This design comes from an exercise in tuning for small area, a short achievable clock period and few clock cycles on the open sky130 flow, not from production work. At most, simulation tests tie the RTL to the original design; equivalence was not proved. Only the layout flow was run in runs 2, 3 and 5 to 8; the RTL was not checked for function there. Power and IR drop assume default switching activity.

==> design.v <==
module s88_scanner (
    input  wire        clk,
    input  wire        rst,           
    input  wire        cmd_valid,
    input  wire        cmd_enable,
    input  wire [7:0]  cmd_mc,
    output wire        cmd_ready,
    output reg         req_valid,
    output reg         req_start,
    output reg  [5:0]  req_want,
    input  wire        bat_valid,
    input  wire [31:0] bat_value,
    input  wire [5:0]  bat_n,
    output reg         ev_valid,
    output reg  [7:0]  ev_addr,
    output wire [1:0]  ev_state,
    input  wire        ev_ready
);
    reg [31:0] w0, w1, w2, w3;
    reg [1:0]  ph;
    reg [2:0]  hw_w;                
    reg [4:0]  hw_b;
    reg        enabled;
    reg [3:0]  mcm;                 
    reg [1:0]  pq;                  
    reg        vld;                 
    reg        fast;
    reg        f1;                  
    reg [31:0] v;
    reg [5:0]  nv;                  
    reg [4:0]  sh;                  
    reg [4:0]  k;                   
    reg        kfin;                
    reg        ev_st;               
    reg        e1_v;                
    reg [7:0]  e1_addr;
    reg        e1_st;
    integer j;
    assign ev_state  = {ev_st, ~ev_st};
    assign cmd_ready = !vld;
    wire [1:0] lastw = mcm[3:2];
    wire       want_full = (pq != lastw) || (mcm[1:0] == 2'd3);
    wire [5:0] want = req_want;
    wire can = !e1_v;               
    wire [31:0] m = v ^ w0;
    reg  [31:0] pre;                
    always @* begin
        pre[0] = 1'b0;
        for (j = 1; j < 32; j = j + 1)
            pre[j] = pre[j-1] | m[j-1];
    end
    wire [31:0] lo    = m & ~pre;
    wire        any   = |m;
    wire        multi = |(m & pre);
    reg  [5:0]  idx1;               
    always @* begin
        idx1 = 6'd0;
        for (j = 0; j < 32; j = j + 1)
            if (lo[j]) idx1 = idx1 | (j + 1);
    end
    wire        f_act  = vld && fast;
    wire        f_emit = f_act && any && can;
    wire        f_done = f_act && f1 && can;
    wire        s_act  = vld && !fast && (sh == 5'd0) && !kfin;
    wire        s_in   = ({1'b0, k} < nv) && ((ph != lastw) || (k[4:3] <= mcm[1:0]));
    wire        s_unk  = (hw_w == {1'b0, ph}) && (k == hw_b);
    wire        s_chg  = s_in && (s_unk || (v[0] ^ w0[0]));
    wire        s_step = s_act && (!s_chg || can);
    wire        s_emit = s_act && s_chg && can;
    wire        s_nb   = s_in ? v[0] : w0[0];
    wire        s_done = vld && !fast && kfin;
    wire done = f_done || s_done;
    wire emit = f_emit || s_emit;
    wire [5:0] eoff  = fast ? idx1 : ({1'b0, k} + 6'd1);
    wire [7:0] eaddr = {{1'b0, ph} + {2'b00, eoff[5]}, eoff[4:0]};
    wire       est   = fast ? |(lo & v) : v[0];
    wire acc = req_valid && bat_valid;
    wire rot = done || (!vld && (ph != pq));
    wire       part_w = !bat_n[5];                  
    wire       ce_w   = part_w || (pq == lastw);
    wire       fast_w = !part_w && want_full && (hw_w > {1'b0, pq});
    wire [31:0] dn = bat_value ^ w1;
    reg  [31:0] t_any [0:5];
    reg  [31:0] t_mul [0:5];
    integer l;
    always @* begin
        for (j = 0; j < 32; j = j + 1) begin
            t_any[0][j] = dn[j];
            t_mul[0][j] = 1'b0;
        end
        for (l = 1; l < 6; l = l + 1)
            for (j = 0; j < 32; j = j + 1)
                if (j < (32 >> l)) begin
                    t_any[l][j] = t_any[l-1][2*j] | t_any[l-1][2*j+1];
                    t_mul[l][j] = t_mul[l-1][2*j] | t_mul[l-1][2*j+1]
                                | (t_any[l-1][2*j] & t_any[l-1][2*j+1]);
                end else begin
                    t_any[l][j] = 1'b0;
                    t_mul[l][j] = 1'b0;
                end
    end
    wire dn_le1 = !t_mul[5][0];
    wire       vld_n  = acc || (vld && !done);
    wire       fast_n = acc ? fast_w : fast;
    wire       f1_n   = acc ? (vld && fast_w && dn_le1) : (f1 || (f_act && !multi));
    wire       slot0  = !ev_valid || ev_ready;
    wire       evv_n  = slot0 ? (e1_v || emit) : 1'b1;
    wire       e1v_n  = slot0 ? 1'b0 : (e1_v || emit);
    wire       cmd_t  = cmd_valid && !vld;
    wire       en_cmd = cmd_t && cmd_enable && !enabled && cmd_mc >= 8'd1 && cmd_mc <= 8'd16;
    wire       en_n   = en_cmd || (enabled && !(cmd_t && !cmd_enable));
    wire [1:0] ph_n   = en_cmd ? 2'd0 : (rot ? ph + 2'd1 : ph);
    wire [1:0] pq_n   = en_cmd ? 2'd0 : (acc ? (ce_w ? 2'd0 : pq + 2'd1) : pq);
    wire [3:0] mcm_n  = en_cmd ? cmd_mc[3:0] - 4'd1 : mcm;
    wire       rv_n   = en_n && (vld_n ? (fast_n && f1_n && !e1v_n && (ph_n + 2'd1 == pq_n))
                                       : (ph_n == pq_n));
    wire [31:0] hn = w0 ^ (lo & {32{f_emit}});
    always @(posedge clk) begin
        if (rot) begin
            w0 <= w1; w1 <= w2; w2 <= w3; w3 <= hn;
        end else if (s_step) begin
            w0 <= {s_nb, w0[31:1]};
        end else begin
            w0 <= hn;
        end
    end
    always @(posedge clk) begin
        fast <= fast_n;
        f1   <= f1_n;
        ph   <= ph_n;
        pq   <= pq_n;
        if (acc) begin
            v    <= bat_value;
            nv   <= bat_n[5] ? 6'd32 : bat_n;
            sh   <= (part_w && bat_n[4:0] != 5'd0) ? (5'd0 - bat_n[4:0]) : 5'd0;
            k    <= 5'd0;
            kfin <= 1'b0;
        end else if (vld && !fast && sh != 5'd0) begin
            v  <= {v[0], v[31:1]};
            sh <= sh - 5'd1;
        end else if (s_step) begin
            v  <= {v[0], v[31:1]};
            k  <= k + 5'd1;
            if (k == 5'd31)
                kfin <= 1'b1;
        end
        if (slot0) begin
            if (e1_v) begin
                ev_addr <= e1_addr;
                ev_st   <= e1_st;
            end else if (emit) begin
                ev_addr <= eaddr;
                ev_st   <= est;
            end
        end
        if (emit && !slot0) begin
            e1_addr <= eaddr;
            e1_st   <= est;
        end
        if (s_step && s_in && s_unk)
            {hw_w, hw_b} <= {hw_w, hw_b} + 8'd1;
        mcm       <= mcm_n;
        req_start <= (pq_n == 2'd0);
        req_want  <= (pq_n != mcm_n[3:2]) ? 6'd32 : {3'd1 + {1'b0, mcm_n[1:0]}, 3'b000};
        if (en_cmd) begin
            hw_w <= 3'd0;
            hw_b <= 5'd0;
        end
    end
    always @(posedge clk) begin
        if (rst) begin
            enabled   <= 1'b0;
            vld       <= 1'b0;
            ev_valid  <= 1'b0;
            e1_v      <= 1'b0;
            req_valid <= 1'b0;
        end else begin
            enabled   <= en_n;
            vld       <= vld_n;
            ev_valid  <= evv_n;
            e1_v      <= e1v_n;
            req_valid <= rv_n;
        end
    end
endmodule
==> flow/run.sh <==
#!/bin/bash
bash standard.sh SETUP_SLACK_MARGIN=6.5 "BUFFER_PORTS_ARGS=-buffer_cell sky130_fd_sc_hd__buf_2"  finish > standard.log 2>&1
==> standard.sh <==
#!/bin/bash
# synth_recipe.tcl (not shown) runs the flow's synth.tcl, then flattens the netlist and writes it again
# the make line also repeats each setting of config.mk as NAME=value (left out here)
make -C /OpenROAD-flow-scripts/flow DESIGN_CONFIG=/design/flow/config.mk WORK_HOME=/design/flow/orfs CLKGATE_MAP_FILE= SYNTH_SCRIPT=/design/flow/synth_recipe.tcl "${@:-finish}"
==> config.mk <==
export PLATFORM = sky130hd
export DESIGN_NAME = s88_scanner
export DESIGN_NICKNAME = s88_scanner
export VERILOG_FILES = /design/flow/design.v
export SDC_FILE = /design/flow/constraint.sdc
export NUM_CORES = 4
export LEC_CHECK = 0
export CAP_MARGIN = 20
export CORE_MARGIN = 2
export CORE_UTILIZATION = 40
export SLEW_MARGIN = 20
==> constraint.sdc <==
create_clock -name core_clock -period 10.0 [get_ports {clk}]
set_input_delay 2.0000 -clock core_clock [delete_from_list [all_inputs] [get_ports {clk}]]
set_output_delay 2.0000 -clock core_clock [all_outputs]
set_load 0.01 [all_outputs]
==> reports/qor.yml, run 1 <==
run_status:
  status: "complete, no violations"
global_route:
  grt_pass1_vias: 8104
  track_usage: 0.191
  grt_max_degree: 59
  grt_pass1_wl_mm: 45.6
  antenna_found_initial: 0
  overflow: 0
route:
  ant_nets: 0
  vias_per_cell: 5.42
  wl_per_cell_um: 18.9
  drt-initial-drc-count: 754
  drc: 0
  via_count: 8575
  routed_wirelength_mm: 29.9
  dr.pass1.iters: 6
floorplan:
  initial_utilization: 0.405
  die_h_um: 174
  rows: 62
  fp.dieW_um: 174
  fp.dieArea_mm2: 0.0302
  io-pin-count: 72
  core_mm2: 0.0285
layout:
  antennaDiodeCount: 0
  area_delta_synth_final_pct: 16.9
  drive_gt1_frac: 0.178
  final_core_util: 0.473
  fillers: 2753
  num-nets-final: 1253
timing:
  fin_skew_ps: 22.9
  slew_headroom: 0.372
  rsz0062_at_grt: "yes"
  max_freq_mhz: 293
  setup_viol: 0
  layout_min_cycle_time_ps: 3410
  setup_tns_ps: 0
  finalHoldViolCount: 0
  drv_slew: 0
  min_period_over_period: 0.341
  worst_slew_pin_slew_ps: 938
yosys:
  synthArstFlopShare: 0
  synth_area_leader_cell: "edfxtp_1"
  synth_common_cells: "edfxtp_1, nand2_1, nor2_1"
  synthCells: 1107
  synth_most_common_cell: "edfxtp_1"
  syn_area_per_cell_um2: 10.4
  ys_seq_area_frac: 0.521
  synth_area_leaders: "edfxtp_1, dfxtp_1, xnor2_1, nand2_1, xor2_1"
  ys_ff_latch: 222
  synthDistinctLibCells: 70
  synth_enable_flop_cells: 157
  ys_warn_count: 3
  ys.flop_type: "edfxtp_1"
  synth_top_area_frac: 0.408
  netlist_area_mm2: 0.0115
power:
  power_density_mw_per_mm2: 293
  leakagePower_nw: 5.17
  vdd_drop_max_v: 0.000157
hold_path:
  hp-class: "reg2reg"
clock_tree:
  cts_root_buf: "clkbuf_16"
  cts_buffer_depth: 3
  cts_sinks: 222
  clk_pin_slew_ps: 60
  htreeDepth: 1
  holdBufCountCts: 0
  clock_latency_ps: 540
  numCtsBuffers: 25
  cts_tree: "done"
placed_design:
  port_buffers: 68
  dpl.hpwl_mm: 21.3
  gp_congestion: 0.888
critical_path:
  slowest_delay_ps: 260
  crit_path_cell_trace: "buf_2 > nand2_2 > buf_12 > inv_16 > buf_16 > nor3_1 > o211ai_1 > nor3_1 > nand4_1 > o21ai_2 > a31o_2"
  critical_path_required_ps: 10470
  cp-start-kind: "input pin"
  crit_path_top_delay_cell: "o21ai_2"
  crit_top_cell: "nor3_1"
  cp.arrival_ps: 3880
  critPathBufInv: 4
  end_kind: "register"
  cp_max_fo: 29
  crit_family: "simple AND/OR/NAND/NOR gates"
  reg2reg_slack_ps: 6620
  path_class: "in2reg"
job:
  cap_violations: 0
[layout make-up]
cell class                      count  area (um2)  area share
Clock buffer                       36         757      0.0561
Clock inverter                     10        57.6     0.00426
Inverter                           46         196      0.0145
Multi-Input combinational cell    797        5450       0.404
Sequential cell                   222        6020       0.446
Tap cell                          384         480      0.0356
Timing Repair Buffer               88         544      0.0403
[layout by cell type (no fill, tap or decap), types with 5 or more instances in the layout]
cell type,n
and3_1,5
a22oi_1,14
maj3_1,14
dfxtp_1,64
nand2_1,140
o22ai_1,12
edfxtp_1,157
a21oi_1,41
buf_4,16
clkbuf_16,28
xor2_1,39
or3_1,6
o21ai_0,43
nor2_1,81
inv_1,41
o21a_1,8
o31ai_1,7
xnor2_2,12
mux2i_1,27
buf_2,68
nand4_1,26
o211ai_1,9
nor4_1,13
and2_1,6
a31oi_1,16
nand2b_1,6
ha_1,17
nor2b_1,15
xnor2_1,59
mux2_2,27
a31o_2,8
a21o_1,6
nand3_1,36
nor3_1,25
o22a_1,7
[cells by family (layout without fill, tap and decap cells)]
logic type / after synthesis / after routing / share of synthesized area
other: 1 / 3 / 0.000325
AO/OA/AOI/OAI: 201 / 201 / 0.114
XOR/XNOR: 111 / 111 / 0.0855
multiplexers: 56 / 56 / 0.0520
adder cells (fa/ha/maj): 35 / 35 / 0.0349
AND/OR/NAND/NOR: 391 / 391 / 0.162
buffers and inverters: 90 / 180 / 0.0308
flip-flops: 222 / 222 / 0.521
[state kept, by name, summed over array words and instances, names as in the netlist, 2 cells and up]
signal and flops:
pq 2, ph 2, mcm 4, w3 32, k 5, hw_w 3
nv 6, w2 32, e1_addr 8, sh 5, hw_b 5, ev_addr 8
w0 32, v 32, w1 32, req_want 3
[stage by stage]
step / total power [mW] / instances / hold slack (ps) / worst slack, ps / area [um2]
floorplan: 2.60 / 1109 / 400 / 6440 / 11700
finish: 3.96 / 1583 / 416 / 6590 / 13500
CTS: 3.94 / 1577 / 418 / 6390 / 13300
detailed placement: 3.01 / 1525 / 405 / 5310 / 12400
global placement: 2.99 / 1525 / 400 / 5400 / 12400
global route: 4.19 / 1583 / 422 / 6470 / 13500
[power breakdown]
group	internal (mW)	switching, mW	total, mW
Combinational	0.541	0.827	1.37
Clock	0.527	0.372	0.899
Sequential	1.44	0.250	1.69
[layer usage]
| metal | track usage | vias to the layer above | routed length (um) |
|---|---|---|---|
| li1 | - | 4189 | - |
| met1 | 0.269 | 4096 | 13900 |
| met2 | 0.309 | 238 | 13600 |
| met3 | 0.0280 | 52 | 1630 |
| met4 | 0.0490 | 0 | 753 |
| met5 | 0 | - | 0 |
[what timing repair did]
item / 4_1_cts / 5_1_grt
pin swaps: 5 / 5
endpoints found under the setup margin: 105 / 94
cloned: 0 / 1
hold endpoints to repair: 0 / 0
setup buffers: 6 / 5
gates resized for setup: 16 / 27
[worst paths after layout]
kind / startpoint / end / cells after the start
setup / recovery: bat_valid / req_valid / 11
hold / removal: w2[2] / w1[2] / 0
setup reg to reg: v[2] / w0[22] / 8
hold reg to reg: w2[2] / w1[2] / 0
Testbench counts, summed over its fixed seeds: cycles 11,461.
==> run 2, diff against run 1 <==
--- a/design.v
+++ b/design.v
@@ -49,7 +49,14 @@
         for (j = 1; j < 32; j = j + 1)
             pre[j] = pre[j-1] | m[j-1];
     end
+    reg  [31:0] pre2;               
+    always @* begin
+        pre2[0] = 1'b0;
+        for (j = 1; j < 32; j = j + 1)
+            pre2[j] = pre2[j-1] | (pre[j-1] & m[j-1]);
+    end
     wire [31:0] lo    = m & ~pre;
+    wire        many  = |(m & pre2);
     wire        any   = |m;
     wire        multi = |(m & pre);
     reg  [5:0]  idx1;               
@@ -102,7 +109,7 @@
     wire dn_le1 = !t_mul[5][0];
     wire       vld_n  = acc || (vld && !done);
     wire       fast_n = acc ? fast_w : fast;
-    wire       f1_n   = acc ? (vld && fast_w && dn_le1) : (f1 || (f_act && !multi));
+    wire       f1_n   = acc ? (vld && fast_w && dn_le1) : (f1 || (f_act && (can ? !many : !multi)));
     wire       slot0  = !ev_valid || ev_ready;
     wire       evv_n  = slot0 ? (e1_v || emit) : 1'b1;
     wire       e1v_n  = slot0 ? 1'b0 : (e1_v || emit);
==> run 2 against run 1 <==
  * Design area grew 5.5%
  * Power grew 4.4%
  * Combinational power grew about 10%
  * Clock power grew 2%
  * Sequential cell count is the same
  * Utilization grew 1.0 points
  * First-iteration DRC count shrank 10%
  * Critical path depth is the same
  * Routed wire length grew 8.3%
  * Sequential share of layout area shrank 2.3 points
  * Critical endpoint unchanged
==> reports/qor.yml, run 2 <==
yosys:
  synth_common_cells: "nand2_1, edfxtp_1, o21ai_0"
  synthDistinctLibCells: 77
  ys_seq_area_frac: 0.504
  syn_area_per_cell_um2: 10.2
  synth_area_leader_cell: "edfxtp_1"
  synth_most_common_cell: "nand2_1"
  netlist_area_mm2: 0.0119
  synthCells: 1173
  ys_warn_count: 3
  synth_top_area_frac: 0.395
  synth_enable_flop_cells: 157
  ys_ff_latch: 222
  ys.flop_type: "edfxtp_1"
  synth_area_leaders: "edfxtp_1, dfxtp_1, nand2_1, xor2_1, xnor2_1"
  synthArstFlopShare: 0
route:
  vias_per_cell: 5.52
  drc: 0
  routed_wirelength_mm: 32.4
  via_count: 9205
  ant_nets: 0
  wl_per_cell_um: 19.4
  dr.pass1.iters: 6
  drt-initial-drc-count: 676
run_status:
  status: "complete, no violations"
clock_tree:
  cts_tree: "done"
  cts_buffer_depth: 3
  cts_sinks: 222
  numCtsBuffers: 25
  holdBufCountCts: 0
  clock_latency_ps: 520
  htreeDepth: 1
  cts_root_buf: "clkbuf_16"
  clk_pin_slew_ps: 60
layout:
  area_delta_synth_final_pct: 19.4
  finalNonFillerCells: 1667
  drive_gt1_frac: 0.199
  num-nets-final: 1332
  final_common_cell: "nand2_1"
  antennaDiodeCount: 0
  final_cell_mix: "nand2_1, edfxtp_1, o21ai_0"
floorplan:
  io-pin-count: 72
  initial_utilization: 0.405
  core_mm2: 0.0295
  die_h_um: 177
  rows: 63
  fp.dieW_um: 177
  fp.dieArea_mm2: 0.0312
power:
  power_density_mw_per_mm2: 290
  vdd_drop_max_v: 0.000183
  leakagePower_nw: 5.49
timing:
  slew_headroom: 0.343
  min_period_over_period: 0.359
  setup_tns_ps: 0
  rsz0062_at_grt: "yes"
  drv_slew: 0
  layout_setup_ws_ps: 6410
  layout_min_cycle_time_ps: 3590
  fin_skew_ps: 14.6
  setup_viol: 0
  max_freq_mhz: 278
  finalHoldViolCount: 0
  worst_slew_pin_slew_ps: 984
global_route:
  grt_pass1_vias: 8798
  grt_pass1_wl_mm: 50.4
  grt_max_degree: 91
  overflow: 0
  antenna_found_initial: 0
  track_usage: 0.206
critical_path:
  critical_path_required_ps: 10430
  end_kind: "register"
  cp-start-kind: "input pin"
  cp.arrival_ps: 4030
  cp_max_fo: 2
  path_class: "in2reg"
hold_path:
  hp-class: "reg2reg"
placed_design:
  place_ws_ps: 5310
  gp_congestion: 0.883
  numPlacedInstances: 1601
  port_buffers: 68
  dpl.hpwl_mm: 23.4
job:
  cap_violations: 0
run 2: cell count changes in the layout (fill, tap and decap cells not counted), sizes merged, moves of 8 or more:
| cell | before | now |
|---|---|---|
| a22oi | 14 | 2 |
| xor2 | 39 | 65 |
| buf | 87 | 100 |
| nand2 | 142 | 191 |
| o21ai | 44 | 88 |
| a31oi | 16 | 3 |
| o31ai | 7 | 15 |
| xnor2 | 72 | 57 |
| nand3 | 39 | 21 |
| nand4 | 26 | 11 |
| nor2b | 15 | 7 |
run 2: final timing paths:
kind | depth (start not counted) | start | to | slack [ps]
hold reg to reg | 0 | w2[6] | w1[6] | 420
hold / removal | 0 | w2[6] | w1[6] | 420
setup / recovery | 11 | bat_value[23] | req_valid | 6410
setup reg to reg | 10 | v[14] | req_valid | 6560
run 2: what timing repair did:
action	in CTS	in global routing
hold endpoints to repair	0	0
cloned	0	0
setup endpoints to repair	63	35
setup buffers	6	15
resized for setup	43	38
pin swaps	14	14
run 2: metrics by stage:
stage	hold slack, ps	area, um2	util	total power [mW]
floorplan	400	12000	-	2.60
global placement	401	12700	0.432	3.01
detailed placement	405	12700	0.432	3.03
CTS	420	13900	0.471	4.05
global route	422	14200	0.483	4.37
finish	416	14200	0.483	4.13
run 2: kinds of logic (layout without fill, tap and decap cells):
group	Yosys count	in the layout	share of synthesized area
AO/OA/AOI/OAI	237	237	0.127
other	1	3	0.000314
flip-flops	222	222	0.504
AND/OR/NAND/NOR	410	410	0.158
multiplexers	64	64	0.0569
XOR/XNOR	122	122	0.0933
buffers and inverters	84	186	0.0285
adder cells (fa/ha/maj)	33	33	0.0321
run 2: cell type report:
class	count	area, um2
Clock buffer	32	736
Clock inverter	13	96.3
Fill cell	2791	15200
Inverter	41	154
Multi-Input combinational cell	869	6140
Sequential cell	222	6020
Tap cell	390	488
Timing Repair Buffer	100	617
run 2: where the power goes:
| part | internal (mW) | switching, mW |
|---|---|---|
| Sequential | 1.43 | 0.280 |
| Combinational | 0.613 | 0.894 |
| Clock | 0.544 | 0.370 |
run 2: metal layers:
metal | GRT usage | routed length, um | vias up
li1 | - | - | 4424
met1 | 0.289 | 15100 | 4478
met2 | 0.330 | 14700 | 241
met3 | 0.0236 | 1400 | 62
met4 | 0.0706 | 1180 | 0
met5 | 0 | 0 | -
run 2: worst max-delay path: stages:
cell     delay (ps)
buf_6           100
xor2_2          140
or2_4           260
or2_4           270
or2_4           240
or3_4           340
o21ai_2          60
nand2_1          80
o21ai_2          80
a41oi_4         170
o31ai_2         280
==> run 3, diff against run 2 <==
==> flow/run.sh (replaced) <==
#!/bin/bash
bash standard.sh SETUP_SLACK_MARGIN=6.5 "BUFFER_PORTS_ARGS=-buffer_cell sky130_fd_sc_hd__buf_1" CTS_CLUSTER_SIZE=20 CTS_CLUSTER_DIAMETER=150 finish > standard.log 2>&1
==> run 3 against run 2 <==
  * Still clean
  * Worst setup slack worse by 20 ps
  * Sequential share of layout area up 2.0 points
  * Maximum frequency down 0.55%
  * Die area unchanged
  * Clock power down 34%
  * Design area down 4.5%
  * Hold slack worse by 2.5 ps
  * Critical path depth unchanged
  * Global-route usage up 0.093 points
  * Largest power group unchanged
  * Power down 9.5%
  * Sequential power about the same
==> reports/qor.yml, run 3 <==
run_status:
  status: "complete, no violations"
timing:
  layout_min_cycle_time_ps: 3610
  layout_setup_ws_ps: 6390
  setup_viol: 0
  setup_tns_ps: 0
  rsz0062_at_grt: "yes"
  finalHoldViolCount: 0
  fin_skew_ps: 25.9
  slew_headroom: 0.314
  drv_slew: 0
  worst_slew_pin_slew_ps: 1030
  max_freq_mhz: 277
  min_period_over_period: 0.361
yosys:
  synth_top_area_frac: 0.395
  ys_seq_area_frac: 0.504
  synth_enable_flop_cells: 157
  ys_ff_latch: 222
  synth_area_leader_cell: "edfxtp_1"
  synth_area_leaders: "edfxtp_1, dfxtp_1, nand2_1, xor2_1, xnor2_1"
  syn_area_per_cell_um2: 10.2
  synthArstFlopShare: 0
  ys_warn_count: 3
  synth_most_common_cell: "nand2_1"
  synthCells: 1173
  synthDistinctLibCells: 77
  ys.flop_type: "edfxtp_1"
  synth_common_cells: "nand2_1, edfxtp_1, o21ai_0"
  netlist_area_mm2: 0.0119
route:
  ant_nets: 0
  drt-initial-drc-count: 595
  dr.pass1.iters: 7
  via_count: 8972
  routed_wirelength_mm: 32.1
  drc: 0
  wl_per_cell_um: 19.6
  vias_per_cell: 5.48
floorplan:
  io-pin-count: 72
  initial_utilization: 0.405
  die_h_um: 177
  fp.dieArea_mm2: 0.0312
  rows: 63
  fp.dieW_um: 177
  core_mm2: 0.0295
critical_path:
  end_kind: "register"
  path_class: "in2reg"
  crit_path_cell_trace: "buf_8 > xor2_2 > or2_4 > or2_4 > or2_4 > maj3_2 > o21ai_2 > nand2_1 > o21ai_1 > a41oi_2 > o31ai_2"
  cp.arrival_ps: 4030
  critical_path_required_ps: 10420
  slowest_delay_ps: 310
  crit_top_cell: "or2_4"
  crit_path_top_delay_cell: "maj3_2"
  cp_max_fo: 2
  cp-start-kind: "input pin"
job:
  cap_violations: 0
layout:
  area_delta_synth_final_pct: 14.0
  drive_gt1_frac: 0.123
  final_cell_mix: "nand2_1, edfxtp_1, o21ai_0"
  multi_input_area_mm2: 0.00605
  num-nets-final: 1312
  final_core_util: 0.461
  final_common_cell: "nand2_1"
  antennaDiodeCount: 0
  regArea_mm2: 0.00602
  fillers: 2847
  final_area_mm2: 0.0136
  finalNonFillerCells: 1636
clock_tree:
  clock_latency_ps: 500
  cts_root_buf: "clkbuf_16"
  cts_tree: "done"
  cts_buffer_depth: 3
  htreeDepth: 1
  numCtsBuffers: 15
  cts_sinks: 222
  clk_pin_slew_ps: 100
placed_design:
  place_area_mm2: 0.0126
  numPlacedInstances: 1601
  place_ws_ps: 5320
  gp_congestion: 0.988
  port_buffers: 68
  dpl.hpwl_mm: 23.3
global_route:
  grt_max_degree: 84
  grt_pass1_vias: 8757
  grt_pass1_wl_mm: 50.4
  overflow: 0
  track_usage: 0.207
  antenna_found_initial: 0
power:
  vdd_drop_max_v: 0.000141
  power_density_mw_per_mm2: 275
  leakagePower_nw: 5.04
hold_path:
  hp-class: "reg2reg"
==> run 3: cell counts after synthesis <==
No cell type changed its count.
==> run 3: what timing repair did <==
| item | 4_1_cts | 5_1_grt |
|---|---|---|
| pin swaps | 5 | 19 |
| hold buffers | 0 | 0 |
| endpoints found under the setup margin | 125 | 64 |
| setup buffers | 7 | 3 |
| cloned | 1 | 0 |
| resized for setup | 37 | 44 |
| hold endpoints to repair | 0 | 0 |
==> run 3: final timing paths <==
check / cells past startpoint / end / startpoint / slack (ps)
setup reg to reg: 10 / req_valid / v[0] / 6470
setup / recovery: 11 / req_valid / bat_value[23] / 6390
hold / removal: 0 / w2[14] / w3[14] / 410
hold reg to reg: 0 / w2[14] / w3[14] / 410
==> run 3: cells by family (layout without fill, tap and decap cells) <==
logic type,count (synthesis),in the layout,synth area share
fa+ha+maj,33,33,0.0321
compound gates,237,237,0.127
buf+inv,84,154,0.0285
simple gates,410,411,0.158
other cells,1,3,0.000314
xor+xnor,122,122,0.0933
mux,64,64,0.0569
flops,222,222,0.504
==> run 3: routing by layer <==
layer  global-route usage  routed length (um)  up-vias
li1                     -                   -     4377
met1                0.293               15200     4306
met2                0.328               14500      236
met3               0.0210                1370       53
met4               0.0758                1120        0
met5                    0                   0        -
==> run 3: cell type report <==
| cell class | count | share of cell area |
|---|---|---|
| Multi-Input combinational cell | 870 | 0.445 |
| Sequential cell | 222 | 0.442 |
| Tap cell | 390 | 0.0359 |
| Timing Repair Buffer | 89 | 0.0341 |
| Clock buffer | 23 | 0.0298 |
| Inverter | 41 | 0.0113 |
| Clock inverter | 1 | 0.00147 |
==> run 3: metrics by stage <==
stage / hold slack, ps / power (mW)
floorplan: 400 / 2.60
global placement: 401 / 3.01
detailed placement: 405 / 3.03
CTS: 417 / 3.71
global route: 418 / 3.98
finish: 414 / 3.74
==> run 3: worst max-delay path: cells and delay by family <==
family                     cells  cell delay [ps]
xor gates and xnor gates       1              170
and+or+nand+nor                4              820
adders and majority gates      1              310
AOI/OAI and AO/OA              4              630
buffers and inverters          1              100
==> run 3: report_power, final <==
group | switching (mW) | internal [mW]
sequential | 0.271 | 1.43
clock | 0.312 | 0.286
combinational | 0.875 | 0.565
total | 1.46 | 2.28
==> run 4, diff against run 3 <==
--- a/design.v
+++ b/design.v
@@ -49,14 +49,7 @@
         for (j = 1; j < 32; j = j + 1)
             pre[j] = pre[j-1] | m[j-1];
     end
-    reg  [31:0] pre2;               
-    always @* begin
-        pre2[0] = 1'b0;
-        for (j = 1; j < 32; j = j + 1)
-            pre2[j] = pre2[j-1] | (pre[j-1] & m[j-1]);
-    end
     wire [31:0] lo    = m & ~pre;
-    wire        many  = |(m & pre2);
     wire        any   = |m;
     wire        multi = |(m & pre);
     reg  [5:0]  idx1;               
@@ -109,7 +102,7 @@
     wire dn_le1 = !t_mul[5][0];
     wire       vld_n  = acc || (vld && !done);
     wire       fast_n = acc ? fast_w : fast;
-    wire       f1_n   = acc ? (vld && fast_w && dn_le1) : (f1 || (f_act && (can ? !many : !multi)));
+    wire       f1_n   = acc ? (vld && fast_w && dn_le1) : (f1 || (f_act && !multi));
     wire       slot0  = !ev_valid || ev_ready;
     wire       evv_n  = slot0 ? (e1_v || emit) : 1'b1;
     wire       e1v_n  = slot0 ? 1'b0 : (e1_v || emit);
==> run 4 against run 3 <==
  * Still clean on timing, DRC and antenna
  * Sequential power barely moved
  * Hold slack improved by 9.3 ps
  * Non-clock buffer count rose by 5
  * Final cell count is 4.1% lower
  * Power shrank 2.2%
  * Clock power barely moved
  * Critical endpoint is now cmd_ready
  * Highest routed layer unchanged
==> reports/qor.yml, run 4 <==
timing:
  min_period_over_period: 0.345
  whs_ps: 423
  max_freq_mhz: 290
  layout_min_cycle_time_ps: 3450
  rsz0062_at_grt: "no"
  drv_slew: 0
  worst_slew_pin_slew_ps: 840
  setup_tns_ps: 0
  finalHoldViolCount: 0
  layout_setup_ws_ps: 6550
  fin_skew_ps: 18.0
  setup_viol: 0
  slew_headroom: 0.439
critical_path:
  crit_family: "flip-flops"
  path_class: "reg2out"
  critical_path_required_ps: 8000
  cp_max_fo: 7
  cp.arrival_ps: 1450
  slowest_delay_ps: 600
  critPathBufInv: 2
  end_kind: "output port"
  cp-start-kind: "register"
  crit_path_top_delay_cell: "dfxtp_1"
  crit_path_cell_trace: "inv_1 > buf_1"
power:
  p_sw_mw: 1.39
  power_frac_seq: 0.461
  clkPwrFrac: 0.163
  p_int_mw: 2.27
  combPwrFrac: 0.375
  leakagePower_nw: 4.83
  power_density_mw_per_mm2: 278
  netSwitchingFraction: 0.380
  vdd_drop_max_v: 0.000173
layout:
  final_area_mm2: 0.0131
  fillers: 2782
  finalNonFillerCells: 1569
  drive_gt1_frac: 0.114
  final_common_cell: "edfxtp_1"
  final_cell_mix: "edfxtp_1, nand2_1, nor2_1"
  area_delta_synth_final_pct: 13.7
  antennaDiodeCount: 0
  num-nets-final: 1250
global_route:
  grt_max_degree: 69
  antenna_found_initial: 0
  track_usage: 0.191
  grt_pass1_wl_mm: 45.6
  overflow: 0
  grt_pass1_vias: 8226
route:
  wl_met1_mm: 14.1
  wl_met2_mm: 13.6
  via_count: 8668
  vias_per_cell: 5.52
  wl_met3_mm: 1.70
  wl_per_cell_um: 19.5
  drc: 0
  ant_nets: 0
  drt-initial-drc-count: 639
  top_layer: "met4"
  dr.pass1.iters: 5
  routed_wirelength_mm: 30.6
placed_design:
  port_buffers: 68
  numPlacedInstances: 1525
  gp_congestion: 0.917
  place_ws_ps: 5520
  place_area_mm2: 0.0123
  dpl.hpwl_mm: 21.3
yosys:
  synth_top_area_frac: 0.408
  netlist_area_mm2: 0.0115
  synthArstFlopShare: 0
  syn_area_per_cell_um2: 10.4
  synth_area_leaders: "edfxtp_1, dfxtp_1, xnor2_1, nand2_1, xor2_1"
  ys_ff_latch: 222
  ys_seq_area_frac: 0.521
  ys.flop_type: "edfxtp_1"
  synth_enable_flop_cells: 157
  synth_common_cells: "edfxtp_1, nand2_1, nor2_1"
  synth_most_common_cell: "edfxtp_1"
  synth_area_leader_cell: "edfxtp_1"
  synthCells: 1107
  synthDistinctLibCells: 70
  ys_warn_count: 3
clock_tree:
  clock_latency_ps: 480
  cts_sinks: 222
  holdBufCountCts: 0
  numCtsBuffers: 15
  cts_buffer_depth: 3
  cts_root_buf: "clkbuf_16"
  htreeDepth: 1
  cts_tree: "done"
  clk_pin_slew_ps: 80
floorplan:
  initial_utilization: 0.405
  core_mm2: 0.0285
  rows: 62
  fp.dieW_um: 174
  io-pin-count: 72
  fp.dieArea_mm2: 0.0302
  die_h_um: 174
run_status:
  status: "complete, no violations"
job:
  cap_violations: 0
hold_path:
  hp-class: "reg2reg"
run 4: metrics by stage:
stage | util | power (mW)
global placement | 0.430 | 2.99
CTS | 0.449 | 3.64
finish | 0.460 | 3.66
global route | 0.460 | 3.88
detailed placement | 0.430 | 3.01
floorplan | - | 2.60
run 4: power by group through the flow:
stage | Sequential, mW | Combinational (mW) | Clock [mW]
final | 1.69 | 1.37 | 0.598
after global routing | 1.73 | 1.51 | 0.647
after CTS | 1.68 | 1.34 | 0.618
after detailed placement | 1.70 | 1.31 | 0
after global placement | 1.69 | 1.30 | 0
after floorplan | 1.62 | 0.974 | 0
run 4: cell families (layout without fill, tap and decap cells):
logic type / after synthesis / after routing / share of synthesized area
adder cells (fa/ha/maj): 35 / 35 / 0.0349
multiplexers: 56 / 56 / 0.0520
AND/OR/NAND/NOR: 391 / 392 / 0.162
flip-flops: 222 / 222 / 0.521
other: 1 / 3 / 0.000325
AO/OA/AOI/OAI: 201 / 201 / 0.114
buffers and inverters: 90 / 165 / 0.0308
XOR/XNOR: 111 / 111 / 0.0855
run 4: final timing paths:
path	slack, ps	start	cells past startpoint	endpoint
setup / recovery	6550	vld	2	cmd_ready
hold / removal	420	w3[8]	0	w2[8]
setup reg to reg	6620	v[23]	9	w0[2]
hold reg to reg	420	w3[8]	0	w2[8]
run 4: layout make-up:
type                       instances  area [um2]  area share
clock inverter                     1        20.0     0.00152
sequential                       222        6020       0.458
clock buffer                      24         409      0.0311
timing repair buffer              94         537      0.0409
multi-input combinational        798        5490       0.418
tap                              384         480      0.0366
inverter                          46         185      0.0141
run 4: layer usage:
metal,global-route usage,vias up
li1,-,4171
met1,0.264,4149
met2,0.309,285
met3,0.0247,63
met4,0.0662,0
met5,0,-
run 4: repair_timing:
item / CTS / global route
cloned: 0 / 4
endpoints found under the setup margin: 99 / 104
pin swaps: 3 / 6
setup buffers: 6 / 9
resized for setup: 14 / 31
Testbench counts of run 4, summed over its fixed seeds: cycles 11,461.
==> run 5, diff against run 4 <==
--- a/design.v
+++ b/design.v
@@ -112,7 +112,9 @@
     wire [1:0] ph_n   = en_cmd ? 2'd0 : (rot ? ph + 2'd1 : ph);
     wire [1:0] pq_n   = en_cmd ? 2'd0 : (acc ? (ce_w ? 2'd0 : pq + 2'd1) : pq);
     wire [3:0] mcm_n  = en_cmd ? cmd_mc[3:0] - 4'd1 : mcm;
-    wire       rv_n   = en_n && (vld_n ? (fast_n && f1_n && !e1v_n && (ph_n + 2'd1 == pq_n))
+    wire       kfin_n = !acc && (kfin || (s_step && k == 5'd31));
+    wire       rv_n   = en_n && (vld_n ? (((fast_n && f1_n && !e1v_n) || (!fast_n && kfin_n))
+                                          && (ph_n + 2'd1 == pq_n))
                                        : (ph_n == pq_n));
     wire [31:0] hn = w0 ^ (lo & {32{f_emit}});
     always @(posedge clk) begin
@@ -129,20 +131,18 @@
         f1   <= f1_n;
         ph   <= ph_n;
         pq   <= pq_n;
+        kfin <= kfin_n;
         if (acc) begin
             v    <= bat_value;
             nv   <= bat_n[5] ? 6'd32 : bat_n;
             sh   <= (part_w && bat_n[4:0] != 5'd0) ? (5'd0 - bat_n[4:0]) : 5'd0;
             k    <= 5'd0;
-            kfin <= 1'b0;
         end else if (vld && !fast && sh != 5'd0) begin
             v  <= {v[0], v[31:1]};
             sh <= sh - 5'd1;
         end else if (s_step) begin
             v  <= {v[0], v[31:1]};
             k  <= k + 5'd1;
-            if (k == 5'd31)
-                kfin <= 1'b1;
         end
         if (slot0) begin
             if (e1_v) begin
==> run 5 against run 4 <==
  * Critical path depth grew 7
  * Sequential power about the same
  * Hold slack lost 9.9 ps
  * Maximum frequency down 5.8%
  * Routed wire length down 7.4%
  * Non-clock buffer count grew 3
==> reports/qor.yml, run 5 <==
placed_design:
  dpl.hpwl_mm: 19.5
  numPlacedInstances: 1533
  gp_congestion: 0.912
  port_buffers: 68
yosys:
  synth_most_common_cell: "nand2_1"
  ys_warn_count: 3
  synthArstFlopShare: 0
  synth_area_leader_cell: "edfxtp_1"
  netlist_area_mm2: 0.0116
  synth_enable_flop_cells: 157
  synth_top_area_frac: 0.408
  synth_area_leaders: "edfxtp_1, dfxtp_1, nand2_1, xnor2_1, mux2_2"
  ys.flop_type: "edfxtp_1"
  ys_ff_latch: 222
  ys_seq_area_frac: 0.520
  synthCells: 1115
  synth_common_cells: "nand2_1, edfxtp_1, nor2_1"
  syn_area_per_cell_um2: 10.4
  synthDistinctLibCells: 72
floorplan:
  core_mm2: 0.0285
  fp.dieW_um: 174
  rows: 62
  io-pin-count: 72
  initial_utilization: 0.405
  fp.dieArea_mm2: 0.0303
  die_h_um: 174
route:
  dr.pass1.iters: 5
  top_layer: "met4"
  routed_wirelength_mm: 28.3
  wl_met2_mm: 12.9
  vias_per_cell: 5.34
  wl_met3_mm: 1.55
  wl_met1_mm: 13.3
  wl_per_cell_um: 17.9
  drc: 0
  via_count: 8445
  drt-initial-drc-count: 657
  ant_nets: 0
critical_path:
  worst_r2r_path_depth: 10
  path_class: "in2reg"
  cp_max_fo: 3
  end_kind: "register"
  r2r-end: "req_valid"
  r2r_start: "v[1]"
  cp-start-kind: "input pin"
  reg2reg_slack_ps: 6650
  critical_path_required_ps: 10430
  crit_start: "bat_value[8]"
  cp.arrival_ps: 4100
hold_path:
  hold_end: "w1[9]"
  hp-class: "reg2reg"
  hold_path_depth: 0
  worstHoldStart: "w2[9]"
timing:
  rsz0062_at_grt: "yes"
  finalHoldViolCount: 0
  slew_headroom: 0.293
  setup_tns_ps: 0
  drv_slew: 0
  max_freq_mhz: 273
  setup_viol: 0
  layout_min_cycle_time_ps: 3660
  worst_slew_pin_slew_ps: 1050
  whs_ps: 413
  min_period_over_period: 0.366
  fin_skew_ps: 35.0
layout:
  antennaDiodeCount: 0
  final_common_cell: "nand2_1"
  finalNonFillerCells: 1581
  fillers: 2708
  final_core_util: 0.479
  area_delta_synth_final_pct: 18.2
  num-nets-final: 1262
  final_cell_mix: "nand2_1, edfxtp_1, nor2_1"
  drive_gt1_frac: 0.162
power:
  power_density_mw_per_mm2: 269
  vdd_drop_max_v: 0.000171
  leakagePower_nw: 5.14
clock_tree:
  cts_tree: "done"
  numCtsBuffers: 15
  holdBufCountCts: 0
  cts_buffer_depth: 3
  cts_root_buf: "clkbuf_16"
  clk_pin_slew_ps: 90
  htreeDepth: 1
  clock_latency_ps: 500
  cts_sinks: 222
global_route:
  grt_max_degree: 86
  overflow: 0
  antenna_found_initial: 0
  track_usage: 0.184
  grt_pass1_vias: 7891
  grt_pass1_wl_mm: 44.4
job:
  cap_violations: 0
run_status:
  status: "complete, no violations"
-- run 5: changes by cell type in the layout (fill, tap and decap cells not counted), sizes merged, moves of 6 or more --
cell / change
nand3: -13
o22a: -7
o21ai: +20
a31oi: -10
a22oi: -9
o21a: -7
a31o: -7
mux2: +6
nand4: -8
nand2: +33
-- run 5: cells by family (layout without fill, tap and decap cells) --
group / count (synthesis) / in the layout / share of synthesized area
adder cells (fa/ha/maj): 33 / 33 / 0.0331
flip-flops: 222 / 222 / 0.520
XOR/XNOR: 113 / 113 / 0.0895
multiplexers: 65 / 65 / 0.0601
AND/OR/NAND/NOR: 399 / 400 / 0.162
buffers and inverters: 93 / 172 / 0.0332
other: 1 / 3 / 0.000324
AO/OA/AOI/OAI: 189 / 189 / 0.101
-- run 5: layer usage --
metal,GRT usage,vias to the layer above
li1,-,4153
met5,0,-
met2,0.291,191
met3,0.0295,31
met4,0.0392,0
met1,0.265,4070
-- run 5: repair_timing --
action | in CTS | in global routing
cloned | 3 | 0
setup buffers | 11 | 9
setup endpoints to repair | 26 | 19
resized for setup | 67 | 83
pin swaps | 20 | 39
-- run 5: worst max-delay path by stage --
stage	endpoint	slack [ps]
floorplan	req_want[5]	6020
finish	req_valid	6340
global placement	req_valid	5090
global route	req_valid	6240
detailed placement	req_valid	4920
CTS	req_valid	6390
-- run 5: final cells by class --
class	instances	area [um2]	share of cell area
sequential	222	6020	0.440
multi-input combinational	803	5950	0.435
timing repair buffer	97	602	0.0440
tap	384	480	0.0352
clock buffer	24	409	0.0299
inverter	50	188	0.0137
clock inverter	1	20.0	0.00147
-- run 5: where the power goes --
group	internal (mW)	total (mW)	switching (mW)
combinational	0.578	1.36	0.781
clock	0.288	0.604	0.316
sequential	1.43	1.71	0.278
total	2.29	3.67	1.38
-- run 5: worst max-delay path: stages --
cell       delay [ps]
clkbuf_2          130
xnor2_4           230
nand2_2           120
a2111oi_4         380
o2111ai_2         160
nor3_2            250
a31oi_4           150
or4b_4            530
a21boi_1          140
-- run 5: through the flow --
| stage | area [um2] | total power [mW] | setup slack (ps) |
|---|---|---|---|
| floorplan | 11600 | 2.50 | 6020 |
| global placement | 12200 | 2.83 | 5090 |
| detailed placement | 12200 | 2.85 | 4920 |
| CTS | 13200 | 3.55 | 6390 |
| global route | 13700 | 3.90 | 6240 |
| finish | 13700 | 3.67 | 6340 |
==> run 6, diff against run 5 <==
--- a/design.v
+++ b/design.v
@@ -26,6 +26,7 @@
     reg        vld;                 
     reg        fast;
     reg        f1;                  
+    reg        f2;                  
     reg [31:0] v;
     reg [5:0]  nv;                  
     reg [4:0]  sh;                  
@@ -100,9 +101,10 @@
                 end
     end
     wire dn_le1 = !t_mul[5][0];
+    wire dn_le2 = !t_mul[4][0] && !t_mul[4][1];
     wire       vld_n  = acc || (vld && !done);
     wire       fast_n = acc ? fast_w : fast;
-    wire       f1_n   = acc ? (vld && fast_w && dn_le1) : (f1 || (f_act && !multi));
+    wire       f1_n   = acc ? (vld && fast_w && dn_le1) : (f1 || (f_act && (!multi || (f2 && f_emit))));
     wire       slot0  = !ev_valid || ev_ready;
     wire       evv_n  = slot0 ? (e1_v || emit) : 1'b1;
     wire       e1v_n  = slot0 ? 1'b0 : (e1_v || emit);
@@ -129,6 +131,8 @@
     always @(posedge clk) begin
         fast <= fast_n;
         f1   <= f1_n;
+        if (acc)
+            f2 <= vld && fast_w && dn_le2;
         ph   <= ph_n;
         pq   <= pq_n;
         kfin <= kfin_n;
==> run 6 against run 5 <==
  * Sequential power about the same
  * Count of clock-buffer cells in the layout unchanged
  * Utilization down 1.0 points
  * Still clean on timing, DRC and antenna
  * Sequential cell count up 1
  * Worst setup slack better by 190 ps
  * Critical path depth up 2
==> reports/qor.yml, run 6 <==
placed_design:
  dpl.hpwl_mm: 22.5
  place_ws_ps: 5470
  gp_congestion: 0.965
  numPlacedInstances: 1525
  port_buffers: 68
timing:
  layout_min_cycle_time_ps: 3470
  setup_tns_ps: 0
  drv_slew: 0
  whs_ps: 420
  finalHoldViolCount: 0
  slew_headroom: 0.470
  min_period_over_period: 0.347
  rsz0062_at_grt: "yes"
  setup_viol: 0
  fin_skew_ps: 33.1
  max_freq_mhz: 288
  layout_setup_ws_ps: 6530
  worst_slew_pin_slew_ps: 785
critical_path:
  path_class: "in2reg"
  slowest_delay_ps: 360
  cp.arrival_ps: 3900
  end_kind: "register"
  cp_max_fo: 6
  critical_path_required_ps: 10420
  cp-start-kind: "input pin"
  crit_path_cell_trace: "buf_2 > inv_8 > ha_4 > inv_2 > a31o_4 > a21oi_4 > a21oi_4 > or3_4 > a2111oi_4 > o211ai_1 > o211ai_1"
  crit_path_top_delay_cell: "or3_4"
clock_tree:
  htreeDepth: 1
  clock_latency_ps: 510
  cts_sinks: 223
  cts_root_buf: "clkbuf_16"
  cts_tree: "done"
  cts_buffer_depth: 3
  numCtsBuffers: 15
  holdBufCountCts: 0
  clk_pin_slew_ps: 80
floorplan:
  die_h_um: 175
  fp.dieArea_mm2: 0.0307
  fp.dieW_um: 175
  rows: 62
  core_mm2: 0.0288
  io-pin-count: 72
  initial_utilization: 0.407
yosys:
  ys.flop_type: "edfxtp_1"
  synth_common_cells: "edfxtp_1, nand2_1, nor2_1"
  synth_most_common_cell: "edfxtp_1"
  synth_enable_flop_cells: 158
  synthDistinctLibCells: 84
  ys_warn_count: 3
  netlist_area_mm2: 0.0117
  synth_area_leader_cell: "edfxtp_1"
  syn_area_per_cell_um2: 10.6
  synth_area_leaders: "edfxtp_1, dfxtp_1, xnor2_1, nand2_1, xor2_1"
  synthArstFlopShare: 0
  synthCells: 1102
  ys_ff_latch: 223
  synth_top_area_frac: 0.405
  ys_seq_area_frac: 0.516
global_route:
  track_usage: 0.204
  grt_max_degree: 68
  antenna_found_initial: 0
  overflow: 0
  grt_pass1_vias: 8381
  grt_pass1_wl_mm: 48.5
layout:
  antennaDiodeCount: 0
  drive_gt1_frac: 0.157
  final_cell_mix: "edfxtp_1, nand2_1, nor2_1"
  area_delta_synth_final_pct: 15.1
  final_core_util: 0.468
  finalNonFillerCells: 1570
  num-nets-final: 1251
  final_common_cell: "edfxtp_1"
route:
  routed_wirelength_mm: 31.5
  dr.pass1.iters: 8
  via_count: 8679
  drt-initial-drc-count: 764
  wl_per_cell_um: 20.1
  vias_per_cell: 5.53
  ant_nets: 0
  drc: 0
job:
  cap_violations: 0
power:
  power_density_mw_per_mm2: 273
  leakagePower_nw: 4.87
  vdd_drop_max_v: 0.000255
hold_path:
  hp-class: "reg2reg"
run_status:
  status: "complete, no violations"
-- run 6: kinds of logic after synthesis --
group / after synthesis / share of synthesized area
compound gates: 210 / 0.123
flops: 223 / 0.516
buf+inv: 85 / 0.0311
mux: 46 / 0.0438
fa+ha+maj: 35 / 0.0344
other cells: 1 / 0.000320
simple gates: 388 / 0.165
xor+xnor: 114 / 0.0872
-- run 6: area by class of cell --
class,count,area (um2)
Clock buffer,24,409
Timing Repair Buffer,96,507
Fill cell,2655,15300
Clock inverter,1,20.0
Tap cell,384,480
Sequential cell,223,6050
Multi-Input combinational cell,798,5840
Inverter,44,178
-- run 6: critical path: cells and delay by family --
family	cells	cell delay (ps)
and+or+nand+nor	1	360
buffers and inverters	3	240
adders and majority gates	1	110
AOI/OAI and AO/OA	6	1190
-- run 6: what timing repair did --
item,CTS,global route
setup buffers,5,13
gates cloned,2,0
endpoints found under the setup margin,50,54
pin swaps,2,25
resized for setup,7,79
hold endpoints to repair,0,0
-- run 6: worst paths after layout --
| path | start | to | slack, ps | cells past startpoint |
|---|---|---|---|---|
| worst max register to register | v[0] | ev_st | 6590 | 8 |
| worst max-delay path | cmd_mc[1] | req_valid | 6530 | 11 |
| worst min register to register | w3[10] | w2[10] | 420 | 0 |
| worst min-delay path | w3[10] | w2[10] | 420 | 0 |
-- run 6: metal layers --
metal	part of all wire	vias up	track usage
li1	-	4181	-
met1	0.47	4198	0.297
met2	0.46	255	0.320
met3	0.053	45	0.0270
met4	0.022	0	0.0569
met5	0	-	0
-- run 6: power breakdown --
group | switching, mW | internal (mW)
Clock | 0.316 | 0.288
Combinational | 0.800 | 0.580
Sequential | 0.272 | 1.43
Total | 1.39 | 2.30
-- run 6: per-stage QoR --
step | cell area (um2) | power [mW]
2_1_floorplan | 11800 | 2.53
3_3_place_gp | 12400 | 2.91
3_5_place_dp | 12400 | 2.93
4_1_cts | 12900 | 3.55
5_1_grt | 13500 | 3.90
6_report | 13500 | 3.69
==> run 7, diff against run 6 <==
--- a/design.v
+++ b/design.v
@@ -101,7 +101,10 @@
                 end
     end
     wire dn_le1 = !t_mul[5][0];
-    wire dn_le2 = !t_mul[4][0] && !t_mul[4][1];
+    wire [3:0] qa = t_any[3][3:0];
+    wire [3:0] qm = t_mul[3][3:0];
+    wire q_ge3 = (qa[0] & qa[1] & (qa[2] | qa[3])) | (qa[2] & qa[3] & (qa[0] | qa[1]));
+    wire dn_le2 = (!t_mul[4][0] && !t_mul[4][1]) || (qm == 4'd0 && !q_ge3);
     wire       vld_n  = acc || (vld && !done);
     wire       fast_n = acc ? fast_w : fast;
     wire       f1_n   = acc ? (vld && fast_w && dn_le1) : (f1 || (f_act && (!multi || (f2 && f_emit))));
==> run 7 against run 6 <==
  * Still clean on timing, DRC and antenna
  * Non-clock buffer count is 13 lower
  * Clock skew is 9.9 ps lower
  * Hold slack worse by 18 ps
  * Synthesized area is 1.5% higher
  * Maximum frequency is 0.30% lower
  * Clock power is 0.8% higher
  * Die area is 1.4% higher
  * Combinational power is 4% lower
  * Synthesized cell count is 4.3% higher
  * Critical path type unchanged
  * Critical endpoint is now f2
  * Largest power group unchanged
==> reports/qor.yml, run 7 <==
layout:
  regArea_mm2: 0.00605
  fillers: 2827
  num-nets-final: 1276
  final_common_cell: "edfxtp_1"
  drive_gt1_frac: 0.111
  multi_input_area_mm2: 0.00571
  finalNonFillerCells: 1602
  area_delta_synth_final_pct: 12.0
  antennaDiodeCount: 0
  final_cell_mix: "edfxtp_1, nand2_1, nor2_1"
route:
  top_layer: "met5"
  wl_per_cell_um: 20.2
  vias_per_cell: 5.62
  drc: 0
  drt-initial-drc-count: 724
  routed_wirelength_mm: 32.4
  wl_met1_mm: 15.4
  wl_met3_mm: 1.71
  via_count: 9001
  ant_nets: 0
  dr.pass1.iters: 5
  wl_met2_mm: 14.4
yosys:
  ys.flop_type: "edfxtp_1"
  ys_ff_latch: 223
  synth_area_leaders: "edfxtp_1, dfxtp_1, nand2_1, xor2_1, xnor2_1"
  ys_seq_area_frac: 0.509
  netlist_area_mm2: 0.0119
  synthDistinctLibCells: 83
  synth_area_leader_cell: "edfxtp_1"
  synth_enable_flop_cells: 158
  syn_area_per_cell_um2: 10.3
  synthCells: 1149
  synth_most_common_cell: "edfxtp_1"
  synthArstFlopShare: 0
  synth_top_area_frac: 0.399
  synth_common_cells: "edfxtp_1, nand2_1, nor2_1"
  ys_warn_count: 3
placed_design:
  gp_congestion: 0.982
  dpl.hpwl_mm: 23.1
  port_buffers: 68
  place_ws_ps: 5370
  numPlacedInstances: 1568
floorplan:
  die_h_um: 176
  io-pin-count: 72
  fp.dieArea_mm2: 0.0311
  fp.dieW_um: 176
  core_mm2: 0.0295
  rows: 63
  initial_utilization: 0.403
clock_tree:
  cts_root_buf: "clkbuf_16"
  cts_sinks: 223
  clock_latency_ps: 510
  holdBufCountCts: 0
  cts_tree: "done"
  clk_pin_slew_ps: 90
  numCtsBuffers: 15
  cts_buffer_depth: 3
  htreeDepth: 1
power:
  vdd_drop_max_v: 0.000136
  finalPower_mw: 3.61
  power_frac_seq: 0.462
  clkPwrFrac: 0.169
  p_int_mw: 2.21
  combPwrFrac: 0.369
  p_sw_mw: 1.40
  power_density_mw_per_mm2: 271
  netSwitchingFraction: 0.388
  leakagePower_nw: 4.69
critical_path:
  end_kind: "register"
  cp.arrival_ps: 3810
  cp-start-kind: "input pin"
  crit_start: "bat_value[21]"
  cp_max_fo: 4
  critical_path_required_ps: 10330
  reg2reg_slack_ps: 6580
  r2r_start: "v[27]"
  path_class: "in2reg"
timing:
  drv_slew: 0
  fin_skew_ps: 23.2
  layout_setup_ws_ps: 6520
  setup_tns_ps: 0
  setup_viol: 0
  layout_min_cycle_time_ps: 3480
  worst_slew_pin_slew_ps: 813
  min_period_over_period: 0.348
  rsz0062_at_grt: "yes"
  finalHoldViolCount: 0
  max_freq_mhz: 287
  slew_headroom: 0.453
global_route:
  grt_max_degree: 67
  grt_pass1_vias: 8535
  antenna_found_initial: 1
  overflow: 0
  track_usage: 0.207
  grt_pass1_wl_mm: 49.9
hold_path:
  hp-class: "reg2reg"
  worstHoldStart: "w2[24]"
run_status:
  status: "complete, no violations"
job:
  cap_violations: 0
## run 7: changes by cell type after synthesis, moves of 9 or more
cell      delta
nor2_1      -15
clkbuf_1     +9
o21ai_1     +21
xnor2_1     -31
nand2_1     +10
xor2_1      +21
## run 7: worst paths after layout
| check | to | cells after the start |
|---|---|---|
| hold / removal | w1[24] | 0 |
| setup reg to reg | ev_addr[3] | 8 |
| hold reg to reg | w1[24] | 0 |
| setup / recovery | f2 | 7 |
## run 7: stage by stage
stage               hold slack [ps]  area [um2]   util
floorplan                       400       12000      -
global placement                400       12600  0.426
detailed placement              405       12600  0.426
CTS                             403       13200  0.448
global route                    415       13300  0.452
finish                          402       13300  0.452
## run 7: cell families after synthesis
kind of cell,Yosys count,synth area share
compound gates,238,0.130
other cells,1,0.000316
flops,223,0.509
simple gates,402,0.169
xor+xnor,111,0.0881
mux,38,0.0355
buf+inv,102,0.0355
fa+ha+maj,34,0.0331
## run 7: layout make-up
cell class,count,share of cell area
Sequential cell,223,0.454
Timing Repair Buffer,83,0.0308
Tap cell,390,0.0366
Inverter,53,0.0171
Clock buffer,24,0.0307
Clock inverter,2,0.00216
Multi-Input combinational cell,827,0.428
## run 7: what timing repair did
item | 4_1_cts | 5_1_grt
gates resized for setup | 27 | 24
pin swaps | 5 | 8
gates cloned | 1 | 0
buffers inserted | 7 | 0
endpoints found under the setup margin | 131 | 26
## run 7: power groups by stage
stage | sequential (mW) | combinational, mW | clock [mW]
finish | 1.67 | 1.33 | 0.609
detailed placement | 1.68 | 1.26 | 0
floorplan | 1.61 | 0.927 | 0
CTS | 1.67 | 1.30 | 0.627
global route | 1.71 | 1.46 | 0.656
global placement | 1.67 | 1.25 | 0
## run 7: routing by layer
layer	GRT usage	vias up
met4	0.0582	2
met3	0.0345	50
met5	0	-
li1	-	4332
met2	0.325	252
met1	0.295	4365
## run 7: critical path, cell delays in order
cell and delay (ps):
buf_1 110, xor2_1 220, nor4_2 530, and3_1 250, nand2_1 110, maj3_1 370
a211oi_1 220
==> run 8, diff against run 7 <==
--- a/design.v
+++ b/design.v
@@ -117,9 +117,7 @@
     wire [1:0] ph_n   = en_cmd ? 2'd0 : (rot ? ph + 2'd1 : ph);
     wire [1:0] pq_n   = en_cmd ? 2'd0 : (acc ? (ce_w ? 2'd0 : pq + 2'd1) : pq);
     wire [3:0] mcm_n  = en_cmd ? cmd_mc[3:0] - 4'd1 : mcm;
-    wire       kfin_n = !acc && (kfin || (s_step && k == 5'd31));
-    wire       rv_n   = en_n && (vld_n ? (((fast_n && f1_n && !e1v_n) || (!fast_n && kfin_n))
-                                          && (ph_n + 2'd1 == pq_n))
+    wire       rv_n   = en_n && (vld_n ? (fast_n && f1_n && !e1v_n && (ph_n + 2'd1 == pq_n))
                                        : (ph_n == pq_n));
     wire [31:0] hn = w0 ^ (lo & {32{f_emit}});
     always @(posedge clk) begin
@@ -138,18 +136,20 @@
             f2 <= vld && fast_w && dn_le2;
         ph   <= ph_n;
         pq   <= pq_n;
-        kfin <= kfin_n;
         if (acc) begin
             v    <= bat_value;
             nv   <= bat_n[5] ? 6'd32 : bat_n;
             sh   <= (part_w && bat_n[4:0] != 5'd0) ? (5'd0 - bat_n[4:0]) : 5'd0;
             k    <= 5'd0;
+            kfin <= 1'b0;
         end else if (vld && !fast && sh != 5'd0) begin
             v  <= {v[0], v[31:1]};
             sh <= sh - 5'd1;
         end else if (s_step) begin
             v  <= {v[0], v[31:1]};
             k  <= k + 5'd1;
+            if (k == 5'd31)
+                kfin <= 1'b1;
         end
         if (slot0) begin
             if (e1_v) begin
==> run 8 against run 7 <==
  * Synthesized cell count is 4.2% lower
  * Sequential cell count did not move
  * Sequential share of layout area increased by 0.17 points
  * Critical path type unchanged
  * Largest power group unchanged
==> reports/qor.yml, run 8 <==
run_status:
  status: "complete, no violations"
floorplan:
  core_mm2: 0.0286
  io-pin-count: 72
  rows: 62
  fp.dieW_um: 174
  fp.dieArea_mm2: 0.0304
  initial_utilization: 0.405
  die_h_um: 174
yosys:
  ys_warn_count: 3
  synth_area_leader_cell: "edfxtp_1"
  netlist_area_mm2: 0.0116
  synth_area_leaders: "edfxtp_1, dfxtp_1, xor2_1, nand2_1, mux2_2"
  ys_ff_latch: 223
  synthCells: 1101
  synth_top_area_frac: 0.409
  ys_seq_area_frac: 0.521
  synth_most_common_cell: "edfxtp_1"
  synth_common_cells: "edfxtp_1, nand2_1, nor2_1, xor2_1, dfxtp_1"
  syn_area_per_cell_um2: 10.5
  synth_enable_flop_cells: 158
  ys.flop_type: "edfxtp_1"
  synthDistinctLibCells: 78
  synthArstFlopShare: 0
power:
  power_density_mw_per_mm2: 275
  clkPwrFrac: 0.167
  leakagePower_nw: 4.69
  combPwrFrac: 0.372
  power_frac_seq: 0.461
  vdd_drop_max_v: 0.000159
  p_int_mw: 2.24
  netSwitchingFraction: 0.386
  p_sw_mw: 1.41
layout:
  num-nets-final: 1234
  final_area_mm2: 0.0133
  antennaDiodeCount: 0
  final_core_util: 0.464
  drive_gt1_frac: 0.134
  regArea_mm2: 0.00605
  area_delta_synth_final_pct: 14.4
  fillers: 2678
  final_cell_mix: "edfxtp_1, nand2_1, nor2_1"
  multi_input_area_mm2: 0.00569
  final_common_cell: "edfxtp_1"
global_route:
  overflow: 0
  track_usage: 0.207
  grt_max_degree: 67
  grt_pass1_vias: 8530
  grt_pass1_wl_mm: 49.1
  antenna_found_initial: 0
timing:
  drv_slew: 0
  finalHoldViolCount: 0
  slew_headroom: 0.382
  setup_tns_ps: 0
  max_freq_mhz: 281
  setup_viol: 0
  layout_min_cycle_time_ps: 3560
  min_period_over_period: 0.356
  fin_skew_ps: 35.7
  rsz0062_at_grt: "yes"
  layout_setup_ws_ps: 6440
  worst_slew_pin_slew_ps: 926
critical_path:
  cp.arrival_ps: 3990
  crit_path_top_delay_cell: "or4_4"
  cp-start-kind: "input pin"
  end_kind: "register"
  critPathBufInv: 1
  crit_path_cell_trace: "buf_1 > xor2_2 > a22o_2 > a221oi_2 > nand4_1 > or4_4 > o21ai_4 > o21ai_2 > o31ai_2"
  critical_path_required_ps: 10430
  cp_max_fo: 3
  crit_family: "compound AO/OA/AOI/OAI gates"
  path_class: "in2reg"
  slowest_delay_ps: 590
clock_tree:
  clk_pin_slew_ps: 100
  htreeDepth: 1
  cts_buffer_depth: 3
  cts_root_buf: "clkbuf_16"
  numCtsBuffers: 15
  clock_latency_ps: 500
  cts_tree: "done"
  cts_sinks: 223
job:
  cap_violations: 0
route:
  routed_wirelength_mm: 32.0
  via_count: 8824
  vias_per_cell: 5.68
  dr.pass1.iters: 9
  ant_nets: 0
  drc: 0
  drt-initial-drc-count: 842
  wl_per_cell_um: 20.6
placed_design:
  gp_congestion: 1.02
  place_ws_ps: 5520
  port_buffers: 68
  dpl.hpwl_mm: 22.7
  place_area_mm2: 0.0123
hold_path:
  hp-class: "reg2reg"
[run 8: path summary, 6_finish.rpt]
kind / startpoint / to / slack [ps] / cells after the start
worst max-delay path: bat_value[18] / req_valid / 6440 / 9
worst max register to register: v[20] / ev_addr[1] / 6600 / 7
worst min register to register: w2[13] / w1[13] / 420 / 0
worst min-delay path: w2[13] / w1[13] / 420 / 0
[run 8: power by group through the flow]
stage / Clock (mW) / Combinational [mW] / Sequential [mW]
3_3_place_gp: 0 / 1.24 / 1.67
4_1_cts: 0.629 / 1.28 / 1.67
6_report: 0.611 / 1.36 / 1.68
5_1_grt: 0.655 / 1.49 / 1.72
2_1_floorplan: 0 / 0.912 / 1.61
3_5_place_dp: 0 / 1.25 / 1.68
[run 8: area by class of cell]
cell class                      count  area share
Clock buffer                       24      0.0308
Clock inverter                      1     0.00151
Inverter                           44      0.0134
Multi-Input combinational cell    794       0.429
Sequential cell                   223       0.456
Tap cell                          384      0.0362
Timing Repair Buffer               83      0.0333
[run 8: stage by stage]
step	instances	total power [mW]	hold slack [ps]
finish	1553	3.65	421
global route	1553	3.86	428
CTS	1549	3.58	423
detailed placement	1520	2.94	406
global placement	1520	2.91	401
floorplan	1103	2.52	400
[run 8: cells by family after synthesis]
family,synth area share
xor+xnor,0.0803
flops,0.521
buf+inv,0.0306
mux,0.0362
other cells,0.000323
compound gates,0.126
fa+ha+maj,0.0373
simple gates,0.168
[run 8: routing by layer]
metal | share of wire | vias to the layer above | wire length, um | track usage
li1 | - | 4138 | - | -
met1 | 0.44 | 4265 | 14000 | 0.277
met2 | 0.46 | 341 | 14700 | 0.334
met3 | 0.064 | 80 | 2060 | 0.0359
met4 | 0.039 | 0 | 1260 | 0.0833
met5 | 0 | - | 0 | 0
[run 8: repair_timing]
action,4_1_cts,5_1_grt
endpoints found under the setup margin,32,74
cloned,1,0
pin swaps,7,12
buffers inserted,3,4
resized for setup,22,74
hold buffers,0,0

[re-timing with driven ports]
How much do the figures lean on ideal ports? The routed layouts below were timed once more, with nothing changed but the port constraints. Step 1: set_driving_cell puts a clkbuf_16 on clk and a buf_2 on each other input, an assumption about the parent block. Step 2 also shifts input and output timing later by t, the mid clock arrival at the registers, as if the neighbouring blocks saw the same clock. a / b / c = ideal ports / drivers / drivers and shift; a / b = the first two.
| run | t (ns) | slack for setup (ns) | worst register clock-pin slew, ns |
|---|---|---|---|
| run 1 | 0.575 | 6.590 / 6.616 / 6.040 | 0.06 / 0.06 |
| run 2 | 0.564 | 6.406 / 6.423 / 5.859 | 0.06 / 0.06 |
| run 3 | 0.537 | 6.387 / 6.401 / 5.864 | 0.10 / 0.10 |
| run 4 | 0.524 | 6.549 / 6.500 / 6.081 | 0.09 / 0.09 |
| run 5 | 0.528 | 6.336 / 6.363 / 5.835 | 0.09 / 0.09 |
| run 6 | 0.540 | 6.526 / 6.554 / 6.013 | 0.09 / 0.09 |
| run 7 | 0.544 | 6.515 / 6.518 / 5.996 | 0.09 / 0.09 |
| run 8 | 0.528 | 6.442 / 6.469 / 5.940 | 0.10 / 0.10 |
After both steps setup and hold are still met in every run listed. The setup slack of run 1, which loses most, moves by +0.026 ns with the drivers and by -0.550 ns with both steps.
